Source: an optimization exercise on an open RTL-to-GDS flow (aim: small area, a short achievable clock period and few clock cycles). Production flows keep margins and buffers that such runs may drop.
In this exercise RTL edits were held to simulation tests only and were not proved equivalent to the original.
The flow treats the clock pin as an ideal source, which a real chip does not have.

==> 01-04: inputs <==
==> flow/design.v <==
module palm_lz (
    input  wire        clk,
    input  wire        rst,
    input  wire        cmd_valid,
    input  wire        cmd_op,
    input  wire [15:0] cmd_len,
    input  wire        in_valid,
    input  wire [7:0]  in_data,
    output reg         in_ready,
    output reg         busy,
    output reg         fault,
    output reg  [7:0]  fault_code,
    output reg  [15:0] fault_pos,
    output reg  [9:0]  out_len,
    input  wire [8:0]  rd_addr,
    output wire [7:0]  rd_data
);
    localparam [7:0] F_BAD_DISTANCE = 8'h01;
    localparam [7:0] F_TRUNCATED    = 8'h02;
    localparam [7:0] F_OUT_OVERFLOW = 8'h30;
    localparam [1:0] M_CTRL  = 2'd0,    
                     M_RUN   = 2'd1,    
                     M_B2    = 2'd2,    
                     M_DRAIN = 2'd3;    
    integer i, j, k, r;
    reg         busy_r;
    reg         rdy_r;
    reg         faulted;
    reg  [15:0] remT;      
    reg  [15:0] pD;        
    reg  [7:0]  q;         
    reg         qv;        
    reg  [1:0]  mode;
    reg  [3:0]  runrem;
    reg  [7:0]  chold;     
    reg  [31:0] wr_hot;    
    reg  [15:0] wl_hot;    
    reg         bv;
    reg  [8:0]  b_src;
    reg  [8:0]  b_dst;
    reg  [3:0]  b_len;
    reg  [3:0]  b_dc;      
    reg         cv;
    reg  [31:0] c_hot;     
    reg  [15:0] c_m0;      
    reg  [15:0] c_m1;      
    reg  [63:0] c_idx;     
    reg  [127:0] lanes;    
    reg  [9:0]  olen;      
    reg  [15:0] rd_hot;    
    reg  [4095:0] mem;
    wire take = in_valid & rdy_r;
    wire        d_ctrl = qv & (mode == M_CTRL);
    wire        d_run  = qv & (mode == M_RUN);
    wire        d_b2   = qv & (mode == M_B2);
    wire        c_isrun  = (q[7:4] == 4'd0) && (q[3:0] != 4'd0) && (q[3:0] <= 4'd8);
    wire        c_islit  = !q[7] && !c_isrun;
    wire        c_isbref = (q[7:6] == 2'b10);
    wire        c_isspc  = (q[7:6] == 2'b11);
    wire        run_trunc = (remT < {12'd0, q[3:0]});
    wire [10:0] wp_run    = {1'b0, olen} + {7'd0, q[3:0]};
    wire        run_ovf   = (wp_run > 11'd512);
    wire        lit_ovf   = olen[9];                        
    wire        spc_ovf   = olen[9] | (olen[8:0] == 9'h1ff);
    wire        bref_trunc = (remT == 16'd0);
    wire [10:0] bdist  = {chold[5:0], q[7:3]};
    wire [3:0]  blen   = {1'b0, q[2:0]} + 4'd3;
    wire        bad_dist = (bdist == 11'd0) || (bdist > {1'b0, olen});
    wire [10:0] wp_bref  = {1'b0, olen} + {7'd0, blen};
    wire        bref_ovf = (wp_bref > 11'd512);
    wire        dw1 = (d_ctrl & c_islit & !lit_ovf) | d_run;
    wire        dw2 = d_ctrl & c_isspc & !spc_ovf;
    wire [7:0]  dd0 = ((mode == M_CTRL) && c_isspc) ? 8'h20 : q;    
    wire [7:0]  dd1 = q ^ 8'h80;                               
    wire        d_fault_ctrl = d_ctrl & ((c_isrun & (run_trunc | run_ovf)) |
                                         (c_islit & lit_ovf) |
                                         (c_isbref & bref_trunc) |
                                         (c_isspc & spc_ovf));
    wire        d_fault_b2 = d_b2 & (bad_dist | bref_ovf);
    wire        d_copy     = d_b2 & !bad_dist & !bref_ovf;
    wire accept = !busy_r & cmd_valid;
    wire start  = accept & cmd_op & !faulted & (cmd_len != 16'd0);
    wire clear  = accept & !cmd_op;
    wire [9:0]  olen_p1 = olen + 10'd1;
    wire [9:0]  olen_p2 = olen + 10'd2;
    wire [9:0]  olen_n = clear  ? 10'd0 :
                            d_copy ? wp_bref[9:0] :
                            dw1    ? olen_p1 :
                            dw2    ? olen_p2 : olen;
    wire        cy1 = (olen[3:0] == 4'd15);
    wire        cy2 = (olen[3:0] >= 4'd14);
    wire        cyb = wp_bref[4] ^ olen[4];
    wire [31:0] wr_rot  = {wr_hot[30:0], wr_hot[31]};
    wire [31:0] wr_hot_n = clear ? 32'd1 :
                           ((d_copy & cyb) | (dw1 & cy1) | (dw2 & cy2)) ? wr_rot : wr_hot;
    wire [15:0] wl_hot_n = clear  ? 16'd1 :
                           d_copy ? (16'd1 << wp_bref[3:0]) :
                           dw1    ? {wl_hot[14:0], wl_hot[15]} :
                           dw2    ? {wl_hot[13:0], wl_hot[15:14]} : wl_hot;
    wire        remT_is1 = (remT == 16'd1);
    wire        more_in  = (remT != 16'd0) & !(take & remT_is1);
    wire        d_hi    = cv & ~|(wr_hot & c_hot);     
    wire [31:0] rsel0   = cv ? c_hot : wr_hot;
    wire [31:0] rsel1   = {rsel0[30:0], rsel0[31]};
    wire [15:0] wl_hot1 = {wl_hot[14:0], wl_hot[15]};   
    wire        wrap1   = wl_hot[15];
    wire [15:0] e0 = (dw1 | dw2) ? wl_hot : 16'd0;
    wire [15:0] e1 = dw2 ? wl_hot1 : 16'd0;
    wire [15:0] m0 = c_m0 | (d_hi ? 16'd0 : (e0 | (wrap1 ? 16'd0 : e1)));
    wire [15:0] m1 = c_m1 | (d_hi ? (e0 | e1) : (wrap1 ? e1 : 16'd0));
    reg  [127:0] wl;
    always @(*) begin
        for (i = 0; i < 16; i = i + 1) begin
            if (c_m0[i] | c_m1[i])
                wl[i*8 +: 8] = lanes[c_idx[i*4 +: 4]*8 +: 8];
            else if (wl_hot[i])
                wl[i*8 +: 8] = dd0;
            else
                wl[i*8 +: 8] = dd1;
        end
    end
    genvar gr, gl;
    generate
        for (gr = 0; gr < 32; gr = gr + 1) begin : g_row
            for (gl = 0; gl < 16; gl = gl + 1) begin : g_lane
                wire we = (rsel0[gr] & m0[gl]) | (rsel1[gr] & m1[gl]);
                always @(posedge clk)
                    if (we)
                        mem[(gr*16+gl)*8 +: 8] <= wl[gl*8 +: 8];
            end
        end
    endgenerate
    wire [31:0] shot0 = 32'd1 << b_src[8:4];
    wire [31:0] shot1 = {shot0[30:0], shot0[31]};
    wire [31:0] rhot  = 32'd1 << rd_addr[8:4];
    reg  [127:0] rl;
    reg  [31:0]  sel;
    always @(*) begin
        for (i = 0; i < 16; i = i + 1) begin
            if (!busy_r)
                sel = rhot;
            else if (i >= b_src[3:0])
                sel = shot0;
            else
                sel = shot1;
            rl[i*8 +: 8] = 8'd0;
            for (r = 0; r < 32; r = r + 1)
                rl[i*8 +: 8] = rl[i*8 +: 8] | (mem[(r*16+i)*8 +: 8] & {8{sel[r]}});
        end
    end
    reg  [7:0] rdv;
    always @(*) begin
        rdv = 8'd0;
        for (i = 0; i < 16; i = i + 1)
            rdv = rdv | (lanes[i*8 +: 8] & {8{rd_hot[i]}});
    end
    assign rd_data = rdv;
    wire [4:0]  b_end = {1'b0, b_dst[3:0]} + {1'b0, b_len};    
    reg  [15:0] bm0, bm1;
    reg  [63:0] bidx;
    reg  [63:0] pat;
    reg  [3:0]  ii;
    always @(*) begin
        pat = 64'd0;
        for (k = 0; k < 10; k = k + 1)
            pat[k*4 +: 4] = b_src[3:0] + modtab(k[3:0], b_dc);
        for (i = 0; i < 16; i = i + 1) begin
            bm0[i] = (i >= b_dst[3:0]) && (i < b_end);
            bm1[i] = (i + 16 < b_end);
            ii = i[3:0] - b_dst[3:0];
            bidx[i*4 +: 4] = pat[ii*4 +: 4];
        end
    end
    function [3:0] modtab(input [3:0] kk, input [3:0] d);
        begin
            case ({kk, d})
                8'h11: modtab = 4'd0;
                8'h21: modtab = 4'd0;
                8'h22: modtab = 4'd0;
                8'h31: modtab = 4'd0;
                8'h32: modtab = 4'd1;
                8'h33: modtab = 4'd0;
                8'h41: modtab = 4'd0;
                8'h42: modtab = 4'd0;
                8'h43: modtab = 4'd1;
                8'h44: modtab = 4'd0;
                8'h51: modtab = 4'd0;
                8'h52: modtab = 4'd1;
                8'h53: modtab = 4'd2;
                8'h54: modtab = 4'd1;
                8'h55: modtab = 4'd0;
                8'h61: modtab = 4'd0;
                8'h62: modtab = 4'd0;
                8'h63: modtab = 4'd0;
                8'h64: modtab = 4'd2;
                8'h65: modtab = 4'd1;
                8'h66: modtab = 4'd0;
                8'h71: modtab = 4'd0;
                8'h72: modtab = 4'd1;
                8'h73: modtab = 4'd1;
                8'h74: modtab = 4'd3;
                8'h75: modtab = 4'd2;
                8'h76: modtab = 4'd1;
                8'h77: modtab = 4'd0;
                8'h81: modtab = 4'd0;
                8'h82: modtab = 4'd0;
                8'h83: modtab = 4'd2;
                8'h84: modtab = 4'd0;
                8'h85: modtab = 4'd3;
                8'h86: modtab = 4'd2;
                8'h87: modtab = 4'd1;
                8'h88: modtab = 4'd0;
                8'h91: modtab = 4'd0;
                8'h92: modtab = 4'd1;
                8'h93: modtab = 4'd0;
                8'h94: modtab = 4'd1;
                8'h95: modtab = 4'd4;
                8'h96: modtab = 4'd3;
                8'h97: modtab = 4'd2;
                8'h98: modtab = 4'd1;
                8'h99: modtab = 4'd0;
                default: modtab = kk;
            endcase
        end
    endfunction
    always @(posedge clk) begin
        q       <= in_data;
        lanes   <= rl;
        rd_hot  <= 16'd1 << rd_addr[3:0];
        c_idx   <= bidx;
        c_m0    <= bv ? bm0 : 16'd0;
        c_m1    <= bv ? bm1 : 16'd0;
        c_hot   <= 32'd1 << b_dst[8:4];
        if (d_ctrl)
            chold <= q;
        if (d_b2) begin
            b_src <= olen[8:0] - bdist[8:0];
            b_dst <= olen[8:0];
            b_len <= blen;
            b_dc  <= (bdist > 11'd15) ? 4'd15 : bdist[3:0];
        end
    end
    always @(posedge clk) begin
        if (rst) begin
            busy_r     <= 1'b0;
            rdy_r      <= 1'b0;
            faulted    <= 1'b0;
            fault_code <= 8'h00;
            fault_pos  <= 16'h0000;
            olen       <= 10'd0;
            out_len    <= 10'd0;
            busy       <= 1'b0;
            in_ready   <= 1'b0;
            fault      <= 1'b0;
            wr_hot     <= 32'd1;
            wl_hot     <= 16'd1;
            remT       <= 16'd0;
            pD         <= 16'd0;
            qv         <= 1'b0;
            mode       <= M_CTRL;
            runrem     <= 4'd0;
            bv         <= 1'b0;
            cv         <= 1'b0;
        end else begin
            cv <= bv;
            bv <= d_copy;
            qv <= take;
            olen    <= olen_n;
            out_len <= olen_n;
            wr_hot  <= wr_hot_n;
            wl_hot  <= wl_hot_n;
            if (clear) begin
                faulted    <= 1'b0;
                fault      <= 1'b0;
                fault_code <= 8'h00;
                fault_pos  <= 16'h0000;
            end
            if (start) begin
                busy_r   <= 1'b1;
                rdy_r    <= 1'b1;
                busy     <= 1'b1;
                in_ready <= 1'b1;
                remT   <= cmd_len;
                pD     <= 16'd0;
                mode   <= M_CTRL;
            end else if (busy_r) begin
                if (take)
                    remT <= remT - 16'd1;
                if (take & remT_is1) begin
                    rdy_r    <= 1'b0;
                    in_ready <= 1'b0;
                end
                if (qv)
                    pD <= pD + 16'd1;
                busy_r <= more_in | take | d_copy | bv;
                busy   <= more_in | take | d_copy | bv;
                if (d_fault_ctrl | d_fault_b2) begin
                    faulted   <= 1'b1;
                    fault     <= 1'b1;
                    mode      <= M_DRAIN;
                    fault_pos <= d_fault_b2 ? pD - 16'd1 : pD;
                    if (d_fault_b2)
                        fault_code <= bad_dist ? F_BAD_DISTANCE : F_OUT_OVERFLOW;
                    else if ((c_isrun & run_trunc) | c_isbref)
                        fault_code <= F_TRUNCATED;
                    else
                        fault_code <= F_OUT_OVERFLOW;
                end else if (d_ctrl) begin
                    if (c_isrun) begin
                        mode   <= M_RUN;
                        runrem <= q[3:0];
                    end else if (c_isbref) begin
                        mode <= M_B2;
                    end
                end else if (d_run) begin
                    runrem <= runrem - 4'd1;
                    if (runrem == 4'd1)
                        mode <= M_CTRL;
                end else if (d_b2) begin
                    mode <= M_CTRL;
                end
            end
        end
    end
endmodule
==> flow/flow/run.sh <==
#!/bin/bash
set -uo pipefail
bash standard.sh SETUP_SLACK_MARGIN=6.0 finish > standard_make.log 2>&1
==> flow/standard.sh <==
#!/bin/bash
# synth_recipe.tcl (not shown) runs the flow's synth.tcl, then flattens the netlist and writes it again
# the make line also repeats each setting of config.mk as NAME=value (left out here)
make -C /OpenROAD-flow-scripts/flow DESIGN_CONFIG=/design/flow/config.mk WORK_HOME=/design/flow/orfs CLKGATE_MAP_FILE= SYNTH_SCRIPT=/design/flow/synth_recipe.tcl "${@:-finish}"
==> flow/config.mk <==
export PLATFORM = sky130hd
export DESIGN_NAME = palm_lz
export DESIGN_NICKNAME = palm_lz
export VERILOG_FILES = /design/flow/design.v
export SDC_FILE = /design/flow/constraint.sdc
export NUM_CORES = 4
export LEC_CHECK = 0
export CAP_MARGIN = 20
export CELL_PAD_IN_SITES_DETAIL_PLACEMENT = 1
export CORE_MARGIN = 2
export CORE_UTILIZATION = 35
export CTS_CLUSTER_DIAMETER = 100
export CTS_CLUSTER_SIZE = 22
export PLACE_DENSITY = 0.5
export SLEW_MARGIN = 20
export SYNTH_MEMORY_MAX_BITS = 8192
==> flow/constraint.sdc <==
create_clock -name core_clock -period 10.0 [get_ports {clk}]
set_input_delay 2.0000 -clock core_clock [delete_from_list [all_inputs] [get_ports {clk}]]
set_output_delay 2.0000 -clock core_clock [all_outputs]
set_load 0.01 [all_outputs]
==> 10-12 (differences from 01-04) <==
--- a/flow/design.v
+++ b/flow/design.v
@@ -48,5 +48,6 @@
     reg  [127:0] lanes;    
     reg  [9:0]  olen;      
-    reg  [15:0] rd_hot;    
+    reg  [7:0]  rd_hot;    
+    reg  [63:0] rdl;       
     reg  [4095:0] mem;
     wire take = in_valid & rdy_r;
@@ -152,6 +153,6 @@
     always @(*) begin
         rdv = 8'd0;
-        for (i = 0; i < 16; i = i + 1)
-            rdv = rdv | (lanes[i*8 +: 8] & {8{rd_hot[i]}});
+        for (i = 0; i < 8; i = i + 1)
+            rdv = rdv | (rdl[i*8 +: 8] & {8{rd_hot[i]}});
     end
     assign rd_data = rdv;
@@ -227,5 +228,6 @@
         q       <= in_data;
         lanes   <= rl;
-        rd_hot  <= 16'd1 << rd_addr[3:0];
+        rd_hot  <= 8'd1 << rd_addr[2:0];
+        rdl     <= rd_addr[3] ? rl[127:64] : rl[63:0];
         c_idx   <= bidx;
         c_m0    <= bv ? bm0 : 16'd0;
==> flow/flow/run.sh (replaced) <==
#!/bin/bash
set -uo pipefail
export RDIR=orfs/results/${FLOW_PLATFORM}/palm_lz/base
bash standard.sh MATCH_CELL_FOOTPRINT=0 SETUP_SLACK_MARGIN=6.0 cts > make_to_cts.log 2>&1 || exit 1
if openroad -exit flow/fix.tcl > fix_cts.log 2>&1 && [[ -f $RDIR/4_cts_fixed.odb ]]; then
  mv -f $RDIR/4_cts_fixed.odb $RDIR/4_cts.odb
  touch $RDIR/4_cts.sdc
fi
bash standard.sh MATCH_CELL_FOOTPRINT=0 SETUP_SLACK_MARGIN=6.0 finish > make_finish.log 2>&1
==> flow/flow/fix.tcl (new file) <==
# Post-CTS sizing pass: on the worst paths, drivers whose output slew is large
# (weak gates on long wires, e.g. to the output ports) get a stronger version
# of the same cell; then the placement is legalised again.
set R $::env(RDIR)
set P $::env(FLOW_HOME)/platforms/sky130hd
read_lef $P/lef/sky130_fd_sc_hd.tlef
read_lef $P/lef/sky130_fd_sc_hd_merged.lef
read_liberty $P/lib/sky130_fd_sc_hd__tt_025C_1v80.lib
read_db $R/4_cts.odb
read_sdc $R/4_cts.sdc
source $P/setRC.tcl
estimate_parasitics -placement
report_worst_slack
set total 0
for {set it 0} {$it < 20} {incr it} {
  set changed 0
  foreach path [find_timing_paths -sort_by_slack -group_path_count 40 -endpoint_path_count 1] {
    foreach ref [get_property $path points] {
      set pin [get_property $ref pin]
      if {[get_property $pin direction] != "output"} continue
      set inst [get_cells -of_objects $pin]
      set cell [get_property $inst ref_name]
      if {![regexp {^(sky130_fd_sc_hd__[a-z0-9]+)_([0-9]+)$} $cell -> base drv]} continue
      if {$drv >= 4} continue
      if {[string match "*df*" $base] || [string match "*clk*" $base] || [string match "*dly*" $base]} continue
      set sl [get_property $pin slew_max]
      if {$sl < 0.3} continue
      foreach nd {4 2} {
        if {$nd <= $drv} continue
        set nc "${base}_$nd"
        if {[llength [get_lib_cells -quiet */$nc]]} {
          replace_cell $inst $nc
          puts "upsized [get_property $inst full_name] $cell -> $nc (slew $sl)"
          incr changed
          break
        }
      }
    }
  }
  incr total $changed
  if {$changed == 0} break
  estimate_parasitics -placement
}
puts "upsized $total cells"
report_worst_slack
set_placement_padding -global -left 1 -right 1
detailed_placement
check_placement -verbose
estimate_parasitics -placement
report_worst_slack
write_db $R/4_cts_fixed.odb
CORE_UTILIZATION = 45   (was 35)
PLACE_DENSITY = 0.6   (was 0.5)
==> notes <==
- 10-12 reached the layout checks and failed them: max-capacitance violations, max-slew violations. 01-04 completed with no timing, DRC or antenna violations.
- Of 10-12 and 01-04, 10-12 has the higher cell area (gap 6.0%, measured against 01-04).
- Between 10-12 and 01-04, the lower first-iteration DRC count is in 01-04 (gap 21%, measured against 01-04).
- Between 01-04 and 10-12, the lower setup slack is in 01-04 (gap 620 ps).
- Between 01-04 and 10-12, the lower synthesized cell count is in 01-04 (gap about 5%, measured against 10-12).
Testbench counts of 01-04, summed over its fixed seeds: cycles 22,841.
Testbench counts of 10-12, summed over its fixed seeds: cycles 22,841.

==> what the ideal ports hide <==
The results above use ideal ports. As a check the final layouts listed here were re-extracted and re-timed, cells and wires unchanged.
Step 1: set_driving_cell puts a clkbuf_16 on clk and a buf_2 on each other input, an assumption about the parent block.
Step 2 adds t to the input delays and takes it off the output delays; t is the mean of the earliest and latest rising clock arrival at the registers after step 1. Input paths then give back, and output paths get back, about the clock's delay inside the block.
Three values: ideal, step 1, step 2; two values: the first two.
run | shift t [ns] | setup slack, ns | clock arrival spread, ns
01-04 | 1.185 | 4.862 / 4.724 / 4.705 | 0.121 / 0.121
10-12 | 1.185 | 5.477 / 5.349 / 4.474 | 0.129 / 0.130
The setup slack of 10-12, which loses most, moves by -0.128 ns with the drivers and by -1.003 ns with both steps.
